Context: an optimization exercise on an open-source flow, tuned for small area, a short achievable clock period and few clock cycles per item. The choices shown serve that exercise and are no tape-out recipe. Only simulation tests tie the RTL to the original design; equivalence was not proved. Power is estimated from default activity; no workload was simulated.

--- flow/design.v ---
module nco_phase_step (
    input  wire        clk,
    input  wire        rst,         
    input  wire        in_valid,
    output wire        in_ready,
    input  wire [63:0] phase_in,
    input  wire [63:0] inc_in,
    output wire        out_valid,
    output reg  [63:0] phase_out,
    output reg  [31:0] p_out
);
    localparam [63:0] NAN64 = 64'h7FF8000000000000;
    localparam [31:0] NAN32 = 32'h7FC00000;
    localparam [53:0] YM1   = {1'b0, 1'b1, 52'h921FB54442D18};    
    localparam [53:0] YM2   = {1'b1, 52'h921FB54442D18, 1'b0};    
    reg         ready_q;
    assign in_ready = ready_q;
    wire accept = in_valid & ready_q;
    wire [10:0] i_ae = phase_in[62:52];
    wire [10:0] i_be = inc_in[62:52];
    wire in_slow = (i_ae >= 11'd1026) | (i_be >= 11'd1026) | (phase_in[63] ^ inc_in[63]);
    wire        i_gth = i_be[10:5] >  i_ae[10:5];
    wire        i_eqh = i_be[10:5] == i_ae[10:5];
    wire        i_gtl = i_be[4:0]  >  i_ae[4:0];
    reg         r0_valid, r0_slow, r0_gth, r0_eqh, r0_gtl;
    reg  [63:0] r0_a, r0_b;
    always @(posedge clk) begin
        r0_valid <= ~rst & accept;
        r0_slow  <= in_slow;
        r0_a     <= phase_in;
        r0_b     <= inc_in;
        r0_gth   <= i_gth;
        r0_eqh   <= i_eqh;
        r0_gtl   <= i_gtl;
    end
    wire [10:0] a_e = r0_a[62:52];
    wire [10:0] b_e = r0_b[62:52];
    wire        swap  = r0_gth | (r0_eqh & r0_gtl);     
    wire [10:0] a_ee = {a_e[10:1], a_e[0] | (a_e[10:1] == 10'd0)};
    wire [10:0] b_ee = {b_e[10:1], b_e[0] | (b_e[10:1] == 10'd0)};
    wire [10:0] d_ab = a_ee - b_ee;
    wire [10:0] d_ba = b_ee - a_ee;
    wire [5:0]  c_ab = (d_ab[10:6] != 5'd0) ? 6'd63 : d_ab[5:0];
    wire [5:0]  c_ba = (d_ba[10:6] != 5'd0) ? 6'd63 : d_ba[5:0];
    wire [62:0] bgo   = swap ? r0_b[62:0] : r0_a[62:0];
    wire [62:0] sml   = swap ? r0_a[62:0] : r0_b[62:0];
    wire        eff_sub = r0_a[63] ^ r0_b[63];
    wire [5:0]  d     = swap ? c_ba : c_ab;
    reg  [55:0] ca;
    integer     lv;
    always @(*) begin
        ca  = {sml[62:52] != 11'd0, sml[51:0], 3'b000};
        for (lv = 3; lv < 6; lv = lv + 1)
            if (d[lv]) ca = ca >> (1 << lv);
    end
    function automatic [7:0] pre_or(input [52:0] m);
        integer k;
        begin
            pre_or[0] = 1'b0;
            for (k = 1; k < 8; k = k + 1)
                pre_or[k] = ({m, 3'b000} & ((56'd1 << (8 * k)) - 56'd1)) != 56'd0;
        end
    endfunction
    wire [7:0] po_a = pre_or({a_e != 11'd0, r0_a[51:0]});
    wire [7:0] po_b = pre_or({b_e != 11'd0, r0_b[51:0]});
    wire [2:0] dk   = d[5:3];
    wire       cst  = swap ? po_a[dk] : po_b[dk];
    reg         r1_valid, r1_nan, r1_slow, r1_sub, r1_s, r1_st;
    reg  [62:0] r1_big;
    reg  [55:0] r1_small;
    reg  [2:0]  r1_d;
    always @(posedge clk) begin
        r1_valid <= ~rst & r0_valid;
        r1_nan   <= (a_e == 11'h7FF) | (b_e == 11'h7FF);
        r1_slow  <= r0_slow;
        r1_sub   <= eff_sub;
        r1_s     <= swap ? r0_b[63] : r0_a[63];
        r1_big   <= bgo;
        r1_small <= ca;
        r1_st    <= cst;
        r1_d     <= d[2:0];
    end
    wire [10:0] b_bge  = r1_big[62:52];
    wire [55:0] big_x  = {b_bge != 11'd0, r1_big[51:0], 3'b000};
    reg  [55:0] al;
    reg         stk;
    always @(*) begin
        al  = r1_small;
        stk = r1_st;
        for (lv = 0; lv < 3; lv = lv + 1) begin
            if (r1_d[lv]) begin
                stk = stk | ((al & ((56'd1 << (1 << lv)) - 56'd1)) != 56'd0);
                al  = al >> (1 << lv);
            end
        end
    end
    wire [55:0] small_x = {al[55:1], al[0] | stk};
    wire [56:0] raw = r1_sub ? ({1'b0, big_x} - {1'b0, small_x})
                             : ({1'b0, big_x} + {1'b0, small_x});
    reg         r2_valid, r2_nan, r2_slow, r2_s, r2_sub, r2_ee1;
    reg  [56:0] r2_raw;
    reg  [10:0] r2_ee;
    always @(posedge clk) begin
        r2_valid <= ~rst & r1_valid;
        r2_nan   <= r1_nan;
        r2_slow  <= r1_slow;
        r2_s     <= r1_s;
        r2_sub   <= r1_sub;
        r2_raw   <= raw;
        r2_ee    <= (b_bge == 11'd0) ? 11'd1 : b_bge;
        r2_ee1   <= (b_bge[10:1] == 10'd0);
    end
    wire        neg = r2_sub & r2_raw[56];
    wire        r2_zero = r2_sub & (r2_raw == 57'd0);
    reg  [52:0] nm;
    reg         ng, nst;
    reg  [1:0]  nsel;                  
    always @(*) begin
        if (neg) begin
            nm = ~r2_raw[55:3]; ng = 1'b1; nst = 1'b1; nsel = 2'd1;
        end else if (r2_raw[56]) begin
            nm = r2_raw[56:4]; ng = r2_raw[3]; nst = r2_raw[2] | r2_raw[1] | r2_raw[0];
            nsel = 2'd2;
        end else if (r2_raw[55] || r2_ee1) begin
            nm = r2_raw[55:3]; ng = r2_raw[2]; nst = r2_raw[1] | r2_raw[0];
            nsel = 2'd1;
        end else begin
            nm = r2_raw[54:2]; ng = r2_raw[1]; nst = r2_raw[0];
            nsel = 2'd0;
        end
    end
    wire        up   = ng & (nst | nm[0] | neg);
    wire [53:0] rm   = {1'b0, nm} + {53'd0, up};
    wire [52:0] c_m  = {rm[53] | rm[52], rm[51:0]};     
    wire [10:0] e_m1 = r2_ee - 11'd1;
    wire [10:0] e_p1 = r2_ee + 11'd1;
    wire [10:0] e_p2 = r2_ee + 11'd2;
    wire [10:0] e_lo = (nsel == 2'd0) ? e_m1 : (nsel == 2'd1) ? r2_ee : e_p1;
    wire [10:0] e_hi = (nsel == 2'd0) ? r2_ee : (nsel == 2'd1) ? e_p1 : e_p2;
    wire [10:0] c_e  = rm[53] ? e_hi : e_lo;
    function automatic ge_ee(input [10:0] ee, input [1:0] ns, input cy, input [11:0] t);
        reg [3:0] g;
        reg       h0, h1;
        begin
            g[0] = {1'b0, ee} >= t + 12'd1;
            g[1] = {1'b0, ee} >= t;
            g[2] = {1'b0, ee} >= t - 12'd1;
            g[3] = {1'b0, ee} >= t - 12'd2;
            h0 = g[ns];
            h1 = g[ns + 2'd1];
            ge_ee = cy ? h1 : h0;
        end
    endfunction
    wire        c_ovf  = ge_ee(r2_ee, nsel, rm[53], 12'd2047);
    wire        c_ge25 = ge_ee(r2_ee, nsel, rm[53], 12'd1025);
    wire        c_ge26 = ge_ee(r2_ee, nsel, rm[53], 12'd1026);
    wire        c_ge27 = ge_ee(r2_ee, nsel, rm[53], 12'd1027);
    wire        c_gt1  = ge_ee(r2_ee, nsel, rm[53], 12'd2);
    wire        c_nan  = r2_nan | c_ovf;
    wire        c_nc   = r2_slow & ~c_nan & ~r2_zero & ~c_ge25 & c_gt1;
    wire        c_lp   = r2_slow & ~c_nan & ~r2_zero & c_ge27;
    reg         r3_valid, r3_nan, r3_slow, r3_s;
    reg         r3_fm;       
    reg         r3_d26;      
    reg         r3_lp;       
    reg         r3_nc;       
    reg  [10:0] r3_e;
    reg  [52:0] r3_m;
    wire nstep = r3_nc & ~r3_m[52];
    wire loop  = r3_valid & (r3_lp | nstep);
    wire [53:0] x   = (r3_d26 | nstep) ? {r3_m, 1'b0} : {1'b0, r3_m};
    wire [54:0] dx1 = {1'b0, x} - {1'b0, YM1};
    wire [54:0] dx2 = {1'b0, x} - {1'b0, YM2};
    wire [52:0] r   = (r3_fm & ~dx2[54]) ? dx2[52:0] :
                      (r3_fm & ~dx1[54]) ? dx1[52:0] : x[52:0];
    wire e_ge1028 = (r3_e >= 11'd1028);
    always @(posedge clk) begin
        if (loop) begin
            r3_m <= r;
            r3_e <= r3_e - 11'd1;
            r3_lp <= r3_lp & e_ge1028;
            r3_nc <= r3_nc & (r3_e > 11'd2);
        end else begin
            r3_nan  <= c_nan;
            r3_slow <= r2_slow;
            r3_s    <= (r2_s ^ neg) & ~r2_zero;
            r3_e    <= r2_zero ? 11'd1 : c_e;
            r3_m    <= c_m;
            r3_fm   <= ~r2_zero & c_ge25;
            r3_d26  <= ~r2_zero & c_ge26;
            r3_lp   <= c_lp;
            r3_nc   <= c_nc;
        end
    end
    wire [10:0] ksub = 11'd897 - r3_e;
    reg         r4_valid, r4_nan, r4_s, r4_fm, r4_sub;
    reg  [52:0] r4_r;
    reg  [10:0] r4_eb;
    reg  [4:0]  r4_ks;
    always @(posedge clk) begin
        r4_valid <= ~rst & r3_valid & ~loop;
        r4_nan   <= r3_nan;
        r4_s     <= r3_s;
        r4_fm    <= r3_fm;
        r4_sub   <= ~r3_fm & ~(r3_m[52] & (r3_e >= 11'd897));
        r4_r     <= r;
        r4_eb    <= r3_fm ? 11'd1025 : r3_e;
        r4_ks    <= (r3_e <= 11'd871) ? 5'd26 : ksub[4:0];
    end
    function automatic [6:0] lzc64(input [63:0] v);
        reg [1:0] c2 [0:31];
        reg [2:0] c4 [0:15];
        reg [3:0] c8 [0:7];
        reg [4:0] c16 [0:3];
        reg [5:0] c32 [0:1];
        integer i;
        begin
            for (i = 0; i < 32; i = i + 1)
                c2[i] = v[2*i+1] ? 2'd0 : v[2*i] ? 2'd1 : 2'd2;
            for (i = 0; i < 16; i = i + 1)
                c4[i] = c2[2*i+1][1] ? {1'b0, c2[2*i]} + 3'd2 : {1'b0, c2[2*i+1]};
            for (i = 0; i < 8; i = i + 1)
                c8[i] = c4[2*i+1][2] ? {1'b0, c4[2*i]} + 4'd4 : {1'b0, c4[2*i+1]};
            for (i = 0; i < 4; i = i + 1)
                c16[i] = c8[2*i+1][3] ? {1'b0, c8[2*i]} + 5'd8 : {1'b0, c8[2*i+1]};
            for (i = 0; i < 2; i = i + 1)
                c32[i] = c16[2*i+1][4] ? {1'b0, c16[2*i]} + 6'd16 : {1'b0, c16[2*i+1]};
            lzc64 = c32[1][5] ? {1'b0, c32[0]} + 7'd32 : {1'b0, c32[1]};
        end
    endfunction
    wire [6:0]  lzf = lzc64({r4_r, 11'h7FF});
    wire [5:0]  lzr = lzf[5:0];
    wire [5:0]  lz = r4_fm ? lzr : 6'd0;
    wire [52:0] sh32 = lz[5] ? {r4_r[20:0], 32'd0} : r4_r;
    wire [52:0] sh16 = lz[4] ? {sh32[36:0], 16'd0} : sh32;
    wire [52:0] sh8  = lz[3] ? {sh16[44:0], 8'd0}  : sh16;
    wire [52:0] sh4  = lz[2] ? {sh8[48:0], 4'd0}   : sh8;
    wire [52:0] sh2  = lz[1] ? {sh4[50:0], 2'd0}   : sh4;
    wire [52:0] mn   = lz[0] ? {sh2[51:0], 1'd0}   : sh2;
    wire [10:0] en = r4_eb - {5'd0, lz};
    wire [63:0] ph = r4_nan ? NAN64 : {r4_s, mn[52] ? en : 11'd0, mn[51:0]};
    reg  [25:0] ts;
    integer     lv2;
    always @(*) begin
        ts = {r4_r[52:29], r4_r[28], r4_r[27:0] != 28'd0};
        for (lv2 = 0; lv2 < 5; lv2 = lv2 + 1) begin
            if (r4_ks[lv2])
                ts = {26'd0, ts} >> (1 << lv2) |
                     {25'd0, (ts & ((26'd1 << (1 << lv2)) - 26'd1)) != 26'd0};
        end
    end
    wire [25:0] tn  = {mn[52:29], mn[28], mn[27:0] != 28'd0};
    wire [25:0] t   = r4_sub ? ts : tn;
    wire [10:0] e32 = en - 11'd896;
    wire [7:0]  ef  = (~r4_sub & mn[52]) ? e32[7:0] : 8'd0;
    wire        nup = t[1] & (t[0] | t[2]);
    wire [30:0] pb  = {ef, t[24:2]} + {30'd0, nup};
    wire [31:0] pn  = r4_nan ? NAN32 : {r4_s, pb};
    reg r5_valid;
    assign out_valid = r5_valid;
    always @(posedge clk) begin
        r5_valid  <= ~rst & r4_valid;
        phase_out <= ph;
        p_out     <= pn;
    end
    always @(posedge clk) begin
        if (rst) begin
            r3_valid <= 1'b0;
            ready_q  <= 1'b1;
        end else begin
            if (!loop) r3_valid <= r2_valid;
            if (accept & in_slow)
                ready_q <= 1'b0;
            else if (r3_valid & r3_slow & ~loop)
                ready_q <= 1'b1;
        end
    end
endmodule
--- flow/flow/run.sh ---
#!/bin/bash
# The standard layout with two changes: buf_4 cells as the port buffers
# in place of the cell the resizer picks by default, and the resizer's
# setup repair asked to keep 19 ns of slack, which it would otherwise not
# try for at this clock period. The make output goes to standard.log; each
# ORFS step keeps its own log under orfs/logs/.
set -euo pipefail
bash standard.sh "BUFFER_PORTS_ARGS=-buffer_cell sky130_fd_sc_hd__buf_4" \
    SETUP_SLACK_MARGIN=19 finish > standard.log 2>&1
--- flow/standard.sh ---
#!/bin/bash
# synth_recipe.tcl (not shown) runs the flow's synth.tcl, then flattens the netlist and writes it again
# the make line also repeats each setting of config.mk as NAME=value (left out here)
make -C /OpenROAD-flow-scripts/flow DESIGN_CONFIG=/design/flow/config.mk WORK_HOME=/design/flow/orfs CLKGATE_MAP_FILE= SYNTH_SCRIPT=/design/flow/synth_recipe.tcl "${@:-finish}"
--- flow/config.mk ---
export PLATFORM = sky130hd
export DESIGN_NAME = nco_phase_step
export DESIGN_NICKNAME = nco_phase_step
export VERILOG_FILES = /design/flow/design.v
export SDC_FILE = /design/flow/constraint.sdc
export NUM_CORES = 4
export LEC_CHECK = 0
export ABC_AREA = 1
export CAP_MARGIN = 20
export CORE_MARGIN = 2
export CORE_UTILIZATION = 60
export SLEW_MARGIN = 20
--- flow/constraint.sdc ---
create_clock -name core_clock -period 25.0 [get_ports {clk}]
set_input_delay 5.0000 -clock core_clock [delete_from_list [all_inputs] [get_ports {clk}]]
set_output_delay 5.0000 -clock core_clock [all_outputs]
set_load 0.01 [all_outputs]
==> run summary, run 1 <==
run status timing/DRC/antenna clean; Port Buffer Count 228; row count 99; grt met2 use 0.682; leakage power figure 23.1 nW; fin crit share 0.246; max cap viols 0; busiest grt layer met2; total number of vias 48.8k; Yosys reg bits 578; Final TNS setup 0 ps; total core area 72800 um^2; Mapped Area 44000 um^2; area of the die 75500 um^2; Crit Path Max Fanout 2; Crit Path Class flip-flop to primary output; initial antenna violation count 3; Area contributors post-synth dfxtp_1 (26%), nand2_1 (15%), inv_1 (8.5%), o21ai_0 (8.0%), nand3_1 (6.9%); Crit path buffers/inverters 1; Total Wirelength 161000 um; clock root buffer clkbuf_16; Clock Tree Buf Depth 3; Initial Utilization 0.604; Syn Inst Count approximately 7.3k; layout cell share with drive strength beyond 1 0.0857; met1 Use GR 0.475; area share of the largest cell type after synthesis 0.261; H-tree Lvls 2; total CTS buffers 58; Hold Crit Class flip-flop to flip-flop; WL/cell 19.4 um; RSZ-0062 raised after global routing yes; Worst Skew approximately 40 ps; CTS Sinks 578; CP cell instances buf_6; first-pass GRT wire length approximately 240000 um; initial drt markers 6297; final setup fails 0; most common cell in the synthesized netlist nand2_1; worst relative slew slack 0.186; sequential cell area fraction in the yosys report 0.264; Tmin final 6160 ps; drc violations 0; routability cong. 1.06; worst skew pair latency 670 ps; vias in the first global route 44.5k; synth cell count leaders nand2_1 (1806), inv_1 (1000), nor2_1 (724); asr flop ratio synth 0; Worst-path clk slew 60 ps; number of flops mapped to enable cells by yosys 5; number of iterations in the first detailed-routing pass 10; DP HPWL 126000 um; Setup crit start kind flip-flop; synthesized area per cell 6.06 um^2; Worst Path Required 20000 ps; met3 usage 0.0577; pin count of the biggest net entering global routing 130; Least-Margin Pin Slew 1210 ps; slowest CP cell dfxtp_4; synth unique cells between 70 and 80; Layout area overhead 9.76%; filler cell count in the final layout slightly below 7k; Die Y 275 um; gr usage total 0.406; CP arrival 1160 ps; PwrDens 118 nW/um^2; leading register cell type out of synthesis dfxtp_1; TritonCTS clock tree done; # nets final 7571; Yosys top cell by area dfxtp_1; Congestion Overflow GR 0; die width 275 um; WHS between 300 and 400 ps; Peak VDD IR roughly 0.00013 V; Synth warnings 6; Fin. Hold Viols 0; syn nets 7568; post-route ant nets 0; Vias/cell 5.89; highest clock rate approximately 160 MHz; # IOs 229; Crit. End Element primary output; CP delay by family, top flip-flops; Slew Limit Fails 0; max incr delay on CP 390 ps
==> cells by family after synthesis <==
| group | Yosys count | synth area share |
|---|---|---|
| compound gates | 1441 | 0.183 |
| fa+ha+maj | 171 | 0.0493 |
| simple gates | 3514 | 0.339 |
| buf+inv | 1343 | 0.121 |
| mux | 18 | 0.00409 |
| flops | 578 | 0.264 |
| xor+xnor | 201 | 0.0400 |
==> placed cells by master (no fill, tap or decap), types with 65 or more instances in the layout <==
master	instances
inv_1	997
nand2_1	1805
dfxtp_1	473
nor4_1	65
ha_1	167
nand3_1	609
buf_6	99
nand4_1	96
o21ai_0	700
nor2_1	723
xor2_1	174
nor3_1	83
dfxtp_2	98
buf_4	157
a21oi_1	393
==> per-layer routing <==
metal	up-vias	wire length (um)
met5	-	10
met4	2	13400
met3	630	13000
met2	2533	74700
met1	22039	59600
li1	23546	-
==> power breakdown <==
group          total (mW)  internal, mW  leakage [nW]  switching [mW]
Combinational        3.26         0.993          17.2            2.26
Sequential           1.49          1.22          4.87           0.272
Clock               0.935         0.529         0.986           0.406
Total                5.68          2.74          23.1            2.94
==> worst paths after layout <==
kind	start	to	slack, ps	cells after the start
setup / recovery	ready_q	in_ready	18840	1
hold / removal	r0_slow	r1_slow	310	0
setup reg to reg	r0_a[53]	r1_small[13]	19370	18
hold reg to reg	r0_slow	r1_slow	310	0
==> cell type report <==
cell class                      instances  area, um^2  share of cell area
Sequential cell                       578       11800               0.243
Tap cell                              959        1200              0.0248
Clock buffer                           75        1590              0.0328
Multi-Input combinational cell       5345       27100               0.561
Antenna cell                            1        2.50           0.0000518
Clock inverter                         34         473             0.00979
Timing Repair inverter                  1        7.51            0.000155
Timing Repair Buffer                  257        2320              0.0480
Inverter                             1028        3860              0.0800
==> sequential cells by signal, summed over array words and instances, names as in the netlist, 31 cells and up <==
signal and count:
r1_small 56, r0_b 64, p_out 31, r1_big 63
r0_a 64, phase_out 64, r2_raw 57, r3_m 53
r4_r 53
==> repair_timing <==
item,CTS,global route
endpoints found under the hold margin,0,0
gates cloned,0,1
resized for setup,165,34
endpoints found under the setup margin,98,111
hold buffers,0,0
setup buffers,1,0
==> per-stage QoR <==
stage | power, mW | instances | cell area, um^2 | utilization | setup slack (ps)
after floorplan | 3.52 | 7266 | 44000 | - | 19120
after global placement | 4.50 | 8165 | 45700 | 0.628 | 18610
after detailed placement | 4.53 | 8166 | 45700 | 0.628 | 18620
after CTS | 5.53 | 8276 | 48300 | 0.663 | 18850
after global routing | 6.03 | 8277 | 48300 | 0.663 | 18840
final | 5.68 | 8278 | 48300 | 0.663 | 18840
Testbench counts, summed over its fixed seeds: cycles 3,248, items 3,200.
==> run 2: changes to the inputs <==
==> flow/flow/run.sh (replaced) <==
#!/bin/bash
# The standard layout with two changes: buf_2 cells as the port buffers
# in place of the cell the resizer picks by default, and the resizer's
# setup repair asked to keep 19 ns of slack, which it would otherwise not
# try for at this clock period. The make output goes to standard.log; each
# ORFS step keeps its own log under orfs/logs/.
set -euo pipefail
bash standard.sh "BUFFER_PORTS_ARGS=-buffer_cell sky130_fd_sc_hd__buf_2" \
    SETUP_SLACK_MARGIN=19 finish > standard.log 2>&1
--- a/flow/config.mk
+++ b/flow/config.mk
@@ -6,5 +6,4 @@
 export NUM_CORES = 4
 export LEC_CHECK = 0
-export ABC_AREA = 1
 export CAP_MARGIN = 20
 export CORE_MARGIN = 2
==> run summary, run 2 <==
run status timing/DRC/antenna clean (unchanged); Initial Utilization 0.607 (was 0.604); CTS Sinks 578 (unchanged); first-pass GRT wire length 208000 um (was 241000 um); Setup crit start kind flip-flop (unchanged); syn nets 5483 (was 7568); Yosys top cell by area dfxtp_1 (unchanged); most common cell in the synthesized netlist nand2_1 (unchanged); Tmin final 6150 ps (was 6160 ps); H-tree Lvls 2 (unchanged); vias in the first global route 36.2k (was 44.5k); area share of the largest cell type after synthesis 0.282 (was 0.261); filler cell count in the final layout 5807 (was 6766); total core area 67200 um^2 (was 72800 um^2); Syn Inst Count 5181 (was 7266); Die Y 265 um (was 275 um); # IOs 229 (unchanged); commonest cells after routing, fill and taps aside nand2_1 (605), dfxtp_1 (524), a21oi_1 (433), nor2_1 (417), o21ai_0 (337) (was nand2_1 (1805), inv_1 (997), nor2_1 (723), o21ai_0 (700), nand3_1 (609)); clock root buffer clkbuf_16 (unchanged); sequential cell area fraction in the yosys report 0.285 (was 0.264); leakage power figure 18.5 nW (was 23.1 nW); row count 95 (was 99); CP arrival 1150 ps (was 1160 ps); Crit. End Element primary output (unchanged); CP Depth 1 (unchanged); CP delay by family, top flip-flops (unchanged); pin count of the biggest net entering global routing 115 (was 130); PwrDens 116 nW/um^2 (was 118 nW/um^2); cts-stage hold buffer count 0 (unchanged); Vias/cell 6.52 (was 5.89); Layout area overhead 9.85% (was 9.76%); highest clock rate 163 MHz (was 162 MHz); CP cell instances buf_6 (unchanged); dpl ws 18400 ps (was 18620 ps); Total Wirelength 137000 um (was 161000 um); slowest CP cell dfxtp_4 (unchanged); RSZ-0062 raised after global routing yes (unchanged); Congestion Overflow GR 0 (unchanged); Clock Tree Buf Depth 3 (unchanged); synth unique cells 106 (was 74); grt met2 use 0.610 (was 0.682); Area contributors post-synth dfxtp_1 (28%), mux2i_1 (6.1%), nand2_1 (5.6%), a21oi_1 (5.3%), ha_1 (5.1%) (was dfxtp_1 (26%), nand2_1 (15%), inv_1 (8.5%), o21ai_0 (8.0%), nand3_1 (6.9%)); Fin. Hold Viols 0 (unchanged); Yosys reg bits 578 (unchanged); Pint 2.76 mW (was 2.74 mW); asr flop ratio synth 0 (unchanged); total number of vias 39.7k (was 48.8k); leading register cell type out of synthesis dfxtp_1 (unchanged); synthesized area per cell 7.86 um^2 (was 6.06 um^2); final setup fails 0 (unchanged); die width 265 um (was 275 um); DP HPWL 103000 um (was 126000 um); commonest non-fill, non-tap cell in the layout nand2_1 (unchanged); max incr delay on CP 390 ps (about the same); initial antenna violation count 0 (was 3); TritonCTS clock tree done (unchanged); WL/cell 22.4 um (was 19.4 um); Least-Margin Pin Slew 1070 ps (was 1210 ps); number of flops mapped to enable cells by yosys 5 (unchanged); layout cell share with drive strength beyond 1 0.137 (was 0.0857); routability cong. 1.02 (was 1.06); Worst Path Required 20000 ps (about the same); Worst Slack Setup Final 18850 ps (was 18840 ps); met1 Use GR 0.471 (was 0.475); Reg power frac 0.314 (was 0.262); Synth warnings 6 (unchanged); drc violations 0 (unchanged); gr usage total 0.373 (was 0.406); worst relative slew slack 0.269 (was 0.186); worst skew pair latency 650 ps (was 670 ps); Clock Power Share 0.184 (was 0.165); fin crit share 0.246 (about the same); synth cell count leaders nand2_1 (609), dfxtp_1 (573), a21oi_1 (435) (was nand2_1 (1806), inv_1 (1000), nor2_1 (724)); Peak VDD IR 0.0000682 V (was 0.000130 V); biggest regs phase_out x64, r0_a x64, r0_b x64 (unchanged); busiest grt layer met2 (unchanged); Tot Pwr 5.18 mW (was 5.68 mW); Slew Limit Fails 0 (unchanged); WHS Path Cells 0 (unchanged); NetSw 2.42 mW (was 2.94 mW); Worst-path clk slew 60 ps (about the same); Crit Path Class flip-flop to primary output (unchanged); max cap viols 0 (unchanged); initial drt markers 4538 (was 6297); # nets final 5474 (was 7571); total CTS buffers 61 (was 58); area of the die 70000 um^2 (was 75500 um^2); Switching Fraction 0.467 (was 0.518); Hold Crit Class flip-flop to flip-flop (unchanged); post-route ant nets 0 (unchanged); Worst Skew 20.0 ps (was 40.0 ps); Crit path buffers/inverters 1 (unchanged); Port Buffer Count 228 (unchanged); Crit Path Max Fanout 1 (was 2); number of iterations in the first detailed-routing pass 6 (was 10); met3 usage 0.0465 (was 0.0577); R2R cell count 19 (was 18); WHS 329 ps (was 308 ps); combinational share of power 0.502 (was 0.573); Mapped Area 40700 um^2 (was 44000 um^2); fin util 0.666 (was 0.663); Final TNS setup 0 ps (unchanged)
run 2: cell types whose count changed after synthesis, sizes merged, moves of 104 or more:
| cell | delta |
|---|---|
| nand2 | -1219 |
| inv | -807 |
| nand3 | -494 |
| o21ai | -435 |
| nor2 | -339 |
| mux2i | +230 |
| xnor2 | +115 |
| xor2 | -104 |
run 2: layout make-up:
type | instances | area, um^2 | area share
Sequential cell | 578 | 11700 | 0.261
Clock buffer | 76 | 1710 | 0.0381
Tap cell | 873 | 1090 | 0.0244
Clock inverter | 36 | 457 | 0.0102
Inverter | 218 | 837 | 0.0187
Timing Repair Buffer | 287 | 1870 | 0.0418
Multi-Input combinational cell | 4026 | 27100 | 0.605
Antenna cell | 2 | 5.00 | 0.000112
run 2: routing by layer:
layer	wire length [um]	up-vias
met5	0	-
met4	9750	0
met3	9570	461
met2	62500	1974
met1	54800	18594
li1	-	18689
run 2: kinds of logic (layout without fill, tap and decap cells):
family	Yosys count	after routing	share of synthesized area
AO/OA/AOI/OAI	1470	1471	0.232
XOR/XNOR	212	212	0.0456
adder cells (fa/ha/maj)	171	171	0.0533
buffers and inverters	579	617	0.0563
flip-flops	578	578	0.285
multiplexers	392	392	0.118
other	0	2	0
AND/OR/NAND/NOR	1779	1780	0.210
run 2: worst reg2reg max path: cells and delay by family (launching register included):
family | cells | cell delay [ps]
flip-flops | 1 | 480
multiplexers | 1 | 430
adder cells (fa/ha/maj) | 1 | 270
AND/OR/NAND/NOR | 5 | 960
XOR/XNOR | 1 | 540
buffers and inverters | 2 | 510
AO/OA/AOI/OAI | 9 | 2540
run 2: what timing repair did:
| item | 4_1_cts | 5_1_grt |
|---|---|---|
| cloned | 0 | 2 |
| resized for setup | 57 | 79 |
| pin swaps | 1 | 6 |
| setup buffers | 3 | 4 |
| endpoints found under the setup margin | 122 | 172 |
run 2: stage by stage:
stage / instances / cell area, um^2
after floorplan: 5181 / 40700
after global routing: 6094 / 44700
after detailed placement: 5973 / 42000
after global placement: 5973 / 42000
after CTS: 6088 / 44400
final: 6096 / 44700
run 2: power groups by stage:
stage	registers, mW	clock network, mW	logic, mW
2_1_floorplan	1.41	0	1.83
3_3_place_gp	1.59	0	2.46
3_5_place_dp	1.60	0	2.47
4_1_cts	1.59	0.966	2.51
5_1_grt	1.65	1.00	2.80
6_report	1.63	0.954	2.60
run 2: path summary, 6_finish.rpt:
| path | slack (ps) | to | from |
|---|---|---|---|
| worst max-delay path | 18850 | phase_out[62] | phase_out[62] |
| worst min-delay path | 330 | r2_slow | r1_slow |
| worst max register to register | 19220 | r3_m[51] | r3_m[52] |
| worst min register to register | 330 | r2_slow | r1_slow |
==> run 3: changes to the inputs <==
--- a/flow/design.v
+++ b/flow/design.v
@@ -193,9 +193,7 @@
         end
     end
-    wire [10:0] ksub = 11'd897 - r3_e;
-    reg         r4_valid, r4_nan, r4_s, r4_fm, r4_sub;
+    reg         r4_valid, r4_nan, r4_s, r4_fm;
     reg  [52:0] r4_r;
     reg  [10:0] r4_eb;
-    reg  [4:0]  r4_ks;
     always @(posedge clk) begin
         r4_valid <= ~rst & r3_valid & ~loop;
@@ -203,8 +201,6 @@
         r4_s     <= r3_s;
         r4_fm    <= r3_fm;
-        r4_sub   <= ~r3_fm & ~(r3_m[52] & (r3_e >= 11'd897));
         r4_r     <= r;
         r4_eb    <= r3_fm ? 11'd1025 : r3_e;
-        r4_ks    <= (r3_e <= 11'd871) ? 5'd26 : ksub[4:0];
     end
     function automatic [6:0] lzc64(input [63:0] v);
@@ -240,4 +236,7 @@
     wire [10:0] en = r4_eb - {5'd0, lz};
     wire [63:0] ph = r4_nan ? NAN64 : {r4_s, mn[52] ? en : 11'd0, mn[51:0]};
+    wire        r4_sub = ~r4_fm & ~(r4_r[52] & (r4_eb >= 11'd897));
+    wire [10:0] ksub   = 11'd897 - r4_eb;
+    wire [4:0]  r4_ks  = (r4_eb <= 11'd871) ? 5'd26 : ksub[4:0];
     reg  [25:0] ts;
     integer     lv2;
==> run summary, run 3 <==
syn nets 5335 (was 5483); first-pass GRT wire length 210000 um (was 208000 um); synth cell count leaders nand2_1 (585), dfxtp_1 (567), nor2_1 (408) (was nand2_1 (609), dfxtp_1 (573), a21oi_1 (435)); H-tree Lvls 2 (unchanged); pin count of the biggest net entering global routing 100 (was 115); post-route ant nets 0 (unchanged); number of flops mapped to enable cells by yosys 5 (unchanged); synthesized area per cell 8.04 um^2 (was 7.86 um^2); Port Buffer Count 228 (unchanged); fin util 0.663 (was 0.666); worst relative slew slack 0.335 (was 0.269); Final TNS setup 0 ps (unchanged); Post-Layout Cell Count 5968 (was 6096); CP cell instances buf_6 (unchanged); R2R cell count 16 (was 19); Initial Utilization 0.604 (was 0.607); drc violations 0 (unchanged); number of iterations in the first detailed-routing pass 8 (was 6); initial drt markers 4617 (was 4538); CTS Sinks 572 (was 578); TritonCTS clock tree done (unchanged); CP Depth 1 (unchanged); leading register cell type out of synthesis dfxtp_1 (unchanged); area of the die 69600 um^2 (was 70000 um^2); Die Y 264 um (was 265 um); Crit. End Element primary output (unchanged); die width 264 um (was 265 um); WHS Path Cells 0 (unchanged); clock root buffer clkbuf_16 (unchanged); Total Wirelength 138000 um (was 137000 um); run status timing/DRC/antenna clean (unchanged); DP HPWL 104000 um (was 103000 um); Layout area overhead 9.81% (was 9.85%); CP delay by family, top flip-flops (unchanged); Hold Crit Class flip-flop to flip-flop (unchanged); placed cells 5828 (was 5973); gr usage total 0.379 (was 0.373); Peak VDD IR 0.0000635 V (was 0.0000682 V); Syn Inst Count 5036 (was 5181); Crit Path Max Fanout 1 (unchanged); total CTS buffers 60 (was 61); cts-stage hold buffer count 0 (unchanged); total core area 67000 um^2 (was 67200 um^2); highest clock rate 163 MHz (about the same); Congestion Overflow GR 0 (unchanged); PwrDens 110 nW/um^2 (was 116 nW/um^2); Worst Path Required 20000 ps (about the same); # nets final 5338 (was 5474); slowest CP cell dfxtp_4 (unchanged); biggest regs phase_out x64, r0_a x64, r0_b x64 (unchanged); total number of vias 39.0k (was 39.7k); row count 95 (unchanged); Mapped Area 40500 um^2 (was 40700 um^2); most common cell in the synthesized netlist nand2_1 (unchanged); Tot Pwr 4.89 mW (was 5.18 mW); layout cell share with drive strength beyond 1 0.154 (was 0.137); Least-Margin Pin Slew 984 ps (was 1070 ps); Tmin final 6150 ps (about the same); sequential cell area fraction in the yosys report 0.284 (was 0.285); Setup crit start kind flip-flop (unchanged); initial antenna violation count 7 (was 0); commonest non-fill, non-tap cell in the layout nand2_1 (unchanged); commonest cells after routing, fill and taps aside nand2_1 (583), dfxtp_1 (499), nor2_1 (404), a21oi_1 (378), o21ai_0 (325) (was nand2_1 (605), dfxtp_1 (524), a21oi_1 (433), nor2_1 (417), o21ai_0 (337)); filler cell count in the final layout 5785 (was 5807); max cap viols 0 (unchanged); Yosys top cell by area dfxtp_1 (unchanged); CP arrival 1150 ps (about the same); Worst-path clk slew 60 ps (about the same); Clock Tree Buf Depth 3 (unchanged); worst skew pair latency 660 ps (was 650 ps); area share of the largest cell type after synthesis 0.280 (was 0.282); Worst Skew 32.3 ps (was 20.0 ps); routability cong. 0.993 (was 1.02); fin crit share 0.246 (about the same); Vias/cell 6.54 (was 6.52); final setup fails 0 (unchanged); RSZ-0062 raised after global routing yes (unchanged); Fin. Hold Viols 0 (unchanged); WL/cell 23.1 um (was 22.4 um); Crit path buffers/inverters 1 (unchanged); Synth warnings 6 (unchanged); Area contributors post-synth dfxtp_1 (28%), nand2_1 (5.4%), mux4_2 (5.3%), ha_1 (5.1%), mux2i_1 (4.7%) (was dfxtp_1 (28%), mux2i_1 (6.1%), nand2_1 (5.6%), a21oi_1 (5.3%), ha_1 (5.1%)); asr flop ratio synth 0 (unchanged); Crit Path Class flip-flop to primary output (unchanged); max incr delay on CP 390 ps (about the same); Yosys reg bits 572 (was 578); # IOs 229 (unchanged); vias in the first global route 35.9k (was 36.2k); Slew Limit Fails 0 (unchanged); synth unique cells 114 (was 106); leakage power figure 18.1 nW (was 18.5 nW)
[run 3: worst paths after layout]
kind / end / startpoint / slack, ps
max: out_valid / r5_valid / 18850
min: r2_s / r1_s / 330
max reg2reg: p_out[29] / r4_r[45] / 19210
min reg2reg: r2_s / r1_s / 330
[run 3: layout make-up]
cell class	instances	area (um^2)	area share
well taps	873	1090	0.0246
diodes	6	15.0	0.000338
inverters	233	887	0.0200
clock buffers	77	1670	0.0375
multi-input cells	3887	26900	0.604
clock inverters	35	323	0.00726
repair buffers	285	2010	0.0453
flip-flops and latches	572	11600	0.261
[run 3: cell families after synthesis]
kind of cell,Yosys count,share of synthesized area
AO/OA/AOI/OAI,1386,0.221
flip-flops,572,0.284
adder cells (fa/ha/maj),169,0.0529
multiplexers,404,0.134
XOR/XNOR,210,0.0454
buffers and inverters,580,0.0567
AND/OR/NAND/NOR,1715,0.206
[run 3: what timing repair did]
| item | in CTS | in global routing |
|---|---|---|
| setup endpoints to repair | 112 | 183 |
| buffers inserted | 4 | 14 |
| pin swaps | 2 | 5 |
| resized for setup | 100 | 51 |
| gates cloned | 1 | 2 |
[run 3: through the flow]
stage          setup slack (ps)  hold WS, ps  area [um^2]
2_1_floorplan             19050          310        40500
3_3_place_gp              18780          311        41700
3_5_place_dp              18710          319        41700
4_1_cts                   18820          333        44100
5_1_grt                   18830          335        44400
6_report                  18850          329        44500
[run 3: worst register-to-register path, delay by kind of cell, from the launching register on]
kind | cells | cell delay (ps)
AO/OA/AOI/OAI | 4 | 1080
multiplexers | 1 | 410
flip-flops | 1 | 460
AND/OR/NAND/NOR | 9 | 2900
buffers and inverters | 2 | 770
[run 3: power by group]
part	total [mW]	internal, mW	switching [mW]
Clock	0.908	0.500	0.409
Sequential	1.54	1.18	0.360
Combinational	2.44	0.953	1.49
Total	4.89	2.63	2.26
[run 3: layer usage]
layer | wire length, um | vias to the layer above | global-route usage
li1 | - | 18247 | -
met1 | 54700 | 18240 | 0.475
met2 | 64000 | 2049 | 0.636
met3 | 10200 | 488 | 0.0504
met4 | 9050 | 4 | 0.203
met5 | 27 | - | 0
Testbench counts of run 3, summed over its fixed seeds: cycles 3,248, items 3,200.
==> run 4: changes to the inputs <==
==> flow/flow/run.sh (replaced) <==
#!/bin/bash
# The standard layout with two changes: buf_1 cells as the port buffers
# in place of the cell the resizer picks by default, and the resizer's
# setup repair asked to keep 19 ns of slack, which it would otherwise not
# try for at this clock period. The make output goes to standard.log; each
# ORFS step keeps its own log under orfs/logs/.
set -euo pipefail
bash standard.sh "BUFFER_PORTS_ARGS=-buffer_cell sky130_fd_sc_hd__buf_1" \
    SETUP_SLACK_MARGIN=19 finish > standard.log 2>&1
==> run summary, run 4 <==
Reg power frac 0.313 (was 0.315); asr flop ratio synth 0 (unchanged); Total Wirelength 139000 um (was 138000 um); Crit. End Element primary output (unchanged); drc violations 0 (unchanged); fin util 0.663 (about the same); filler cell count in the final layout 5834 (was 5785); commonest non-fill, non-tap cell in the layout nand2_1 (unchanged); RR Endpoint p_out[29] (unchanged); PwrDens 111 nW/um^2 (was 110 nW/um^2); Pint 2.69 mW (was 2.63 mW); # IOs 229 (unchanged); TritonCTS clock tree done (unchanged); routability cong. 1.02 (was 0.993); Vias/cell 6.57 (was 6.54); Placed Area 41400 um^2 (was 41700 um^2); Crit Path Class flip-flop to primary output (unchanged); Mapped Area 40500 um^2 (unchanged); max cap viols 0 (unchanged); CP delay by family, top flip-flops (unchanged); H-tree Lvls 2 (unchanged); Yosys reg bits 572 (unchanged); first-pass GRT wire length 212000 um (was 210000 um); total core area 67000 um^2 (unchanged); met3 usage 0.0492 (was 0.0504); vias in the first global route 36.2k (was 35.9k); clock root buffer clkbuf_16 (unchanged); Worst Setup SP p_out[4] (was r5_valid); die width 264 um (unchanged); Worst-path clk slew 70 ps (was 60 ps); synthesized area per cell 8.04 um^2 (unchanged); Layout area overhead 9.82% (was 9.81%); post-route cell area 44500 um^2 (about the same); Hold Crit Class flip-flop to flip-flop (unchanged); layout cell share with drive strength beyond 1 0.129 (was 0.154); Initial Utilization 0.604 (unchanged); synth cell count leaders nand2_1 (585), dfxtp_1 (567), nor2_1 (408) (unchanged); highest clock rate 163 MHz (about the same); biggest regs phase_out x64, r0_a x64, r0_b x64 (unchanged); most common cell in the synthesized netlist nand2_1 (unchanged); met1 Use GR 0.476 (was 0.475); CP arrival 1120 ps (was 1150 ps); R2R Path Start r4_r[42] (was r4_r[45]); worst relative slew slack 0.281 (was 0.335); Slew Limit Fails 0 (unchanged); Die Y 264 um (unchanged); leading register cell type out of synthesis dfxtp_1 (unchanged); Area contributors post-synth dfxtp_1 (28%), nand2_1 (5.4%), mux4_2 (5.3%), ha_1 (5.1%), mux2i_1 (4.7%) (unchanged); pin count of the biggest net entering global routing 101 (was 100); Critical Path End p_out[4] (was out_valid); NetSw 2.26 mW (about the same); Clock Power Share 0.197 (was 0.186); number of iterations in the first detailed-routing pass 6 (was 8); Worst Path Required 20000 ps (about the same); Synth warnings 6 (unchanged); area of the die 69600 um^2 (unchanged); syn nets 5335 (unchanged); initial drt markers 4593 (was 4617); leakage power figure 17.8 nW (was 18.1 nW); Crit Path Max Fanout 1 (unchanged); row count 95 (unchanged); R2R cell count 16 (unchanged); Worst Skew 34.8 ps (was 32.3 ps); grt met2 use 0.642 (was 0.636); CTS Sinks 572 (unchanged); post-route ant nets 0 (unchanged); Yosys top cell by area dfxtp_1 (unchanged); synth unique cells 114 (unchanged); Tmin final 6120 ps (was 6150 ps); number of flops mapped to enable cells by yosys 5 (unchanged); Tot Pwr 4.95 mW (was 4.89 mW); WL/cell 23.3 um (was 23.1 um); commonest cells after routing, fill and taps aside nand2_1 (584), dfxtp_1 (501), nor2_1 (404), a21oi_1 (378), o21ai_0 (324) (was nand2_1 (583), dfxtp_1 (499), nor2_1 (404), a21oi_1 (378), o21ai_0 (325)); DP HPWL 104000 um (about the same); Clock Tree Buf Depth 3 (unchanged); Fin. Hold Viols 0 (unchanged); Port Buffer Count 228 (unchanged); total CTS buffers 60 (unchanged); Least-Margin Pin Slew 1070 ps (was 984 ps); Peak VDD IR 0.0000724 V (was 0.0000635 V); sequential cell area fraction in the yosys report 0.284 (unchanged); gr usage total 0.382 (was 0.379); area share of the largest cell type after synthesis 0.280 (unchanged); slowest CP cell dfxtp_1 (was dfxtp_4); worst skew pair latency 650 ps (was 660 ps); # nets final 5339 (was 5338); RSZ-0062 raised after global routing yes (unchanged); Syn Inst Count 5036 (unchanged); Setup crit start kind flip-flop (unchanged); CP cell instances buf_2 (was buf_6); Congestion Overflow GR 0 (unchanged); max incr delay on CP 330 ps (was 390 ps); combinational share of power 0.490 (was 0.500); Switching Fraction 0.456 (was 0.462); run status timing/DRC/antenna clean (unchanged); final setup fails 0 (unchanged); CP Depth 1 (unchanged); busiest grt layer met2 (unchanged); Crit path buffers/inverters 1 (unchanged); total number of vias 39.2k (was 39.0k); initial antenna violation count 9 (was 7); fin crit share 0.245 (was 0.246); Final TNS setup 0 ps (unchanged); Worst R2R Setup Slack 19220 ps (was 19210 ps)
==> run 4: cell counts after synthesis <==
Identical to the previous run, type by type.
==> run 4: kinds of logic after synthesis <==
family	Yosys count	synth area share
AND/OR/NAND/NOR	1715	0.206
AO/OA/AOI/OAI	1386	0.221
buffers and inverters	580	0.0567
flip-flops	572	0.284
multiplexers	404	0.134
XOR/XNOR	210	0.0454
adder cells (fa/ha/maj)	169	0.0529
==> run 4: worst min path at each step <==
stage	startpoint	to	cells after the start
2_1_floorplan	r0_slow	r1_slow	0
3_3_place_gp	r1_s	r2_s	0
3_5_place_dp	r1_nan	r2_nan	0
4_1_cts	r1_s	r2_s	0
5_1_grt	r1_big[55]	r2_ee[3]	0
6_report	r1_s	r2_s	0
==> run 4: power groups by stage <==
stage / clock network, mW / logic (mW) / registers [mW]
after floorplan: 0 / 1.70 / 1.36
after global placement: 0 / 2.25 / 1.53
after detailed placement: 0 / 2.26 / 1.53
after CTS: 0.981 / 2.33 / 1.52
after global routing: 1.02 / 2.60 / 1.57
final: 0.976 / 2.42 / 1.55
==> run 4: area by class of cell <==
| class | instances | area [um^2] | share of cell area |
|---|---|---|---|
| Multi-Input combinational cell | 3887 | 26900 | 0.604 |
| Inverter | 233 | 891 | 0.0200 |
| Clock buffer | 74 | 1680 | 0.0377 |
| Clock inverter | 39 | 483 | 0.0109 |
| Tap cell | 873 | 1090 | 0.0246 |
| Timing Repair Buffer | 286 | 1840 | 0.0413 |
| Antenna cell | 9 | 22.5 | 0.000507 |
| Sequential cell | 572 | 11600 | 0.261 |
==> run 4: per-stage QoR <==
| stage | worst slack, ps | hold WS (ps) | instances |
|---|---|---|---|
| after detailed placement | 18650 | 312 | 5826 |
| after global routing | 18850 | 337 | 5969 |
| after floorplan | 19050 | 310 | 5036 |
| final | 18880 | 333 | 5973 |
| after global placement | 18740 | 312 | 5826 |
| after CTS | 18840 | 336 | 5946 |
==> run 4: layer usage <==
metal	wire, um	vias up	part of all wire
met3	10300	488	0.074
met5	13	-	0.000093
li1	-	18232	-
met1	54800	18424	0.39
met2	65300	2078	0.47
met4	8740	2	0.063
==> run 4: timing repair <==
item                       in CTS  in global routing
hold buffers                    0                  0
hold endpoints to repair        0                  0
pin swaps                       3                  5
buffers inserted                6                 16
resized for setup             183                 62
setup endpoints to repair     120                231
gates cloned                    1                  2

## port drivers added, routing unchanged
In the flow no input, the clock included, has a driving cell. The finished layouts below were timed again as built, in two steps.
Step 1: set_driving_cell puts a clkbuf_16 on clk and a buf_2 on each other input, an assumption about the parent block.
Step 2 also shifts input and output timing later by t, the mid clock arrival at the registers, as if the neighbouring blocks saw the same clock.
Slacks: ideal ports / drivers / drivers and shift; pairs: ideal ports / drivers.
| run | t, ns | setup WS [ns] | hold WS [ns] | worst slew at a driven data input, ns |
|---|---|---|---|---|
| run 1 | 0.722 | 18.844 / 18.773 / 18.573 | 0.308 / 0.308 / 0.308 | 0.06 |
| run 2 | 0.712 | 18.847 / 18.776 / 18.805 | 0.329 / 0.329 / 0.329 | 0.07 |
| run 3 | 0.709 | 18.849 / 18.779 / 18.821 | 0.329 / 0.329 / 0.329 | 0.10 |
| run 4 | 0.703 | 18.881 / 18.813 / 18.751 | 0.333 / 0.333 / 0.333 | 0.10 |
After both steps setup and hold are still met in every run listed. For run 1, which loses most, drivers alone change the setup slack by -0.071 ns; drivers and shift together by -0.271 ns.
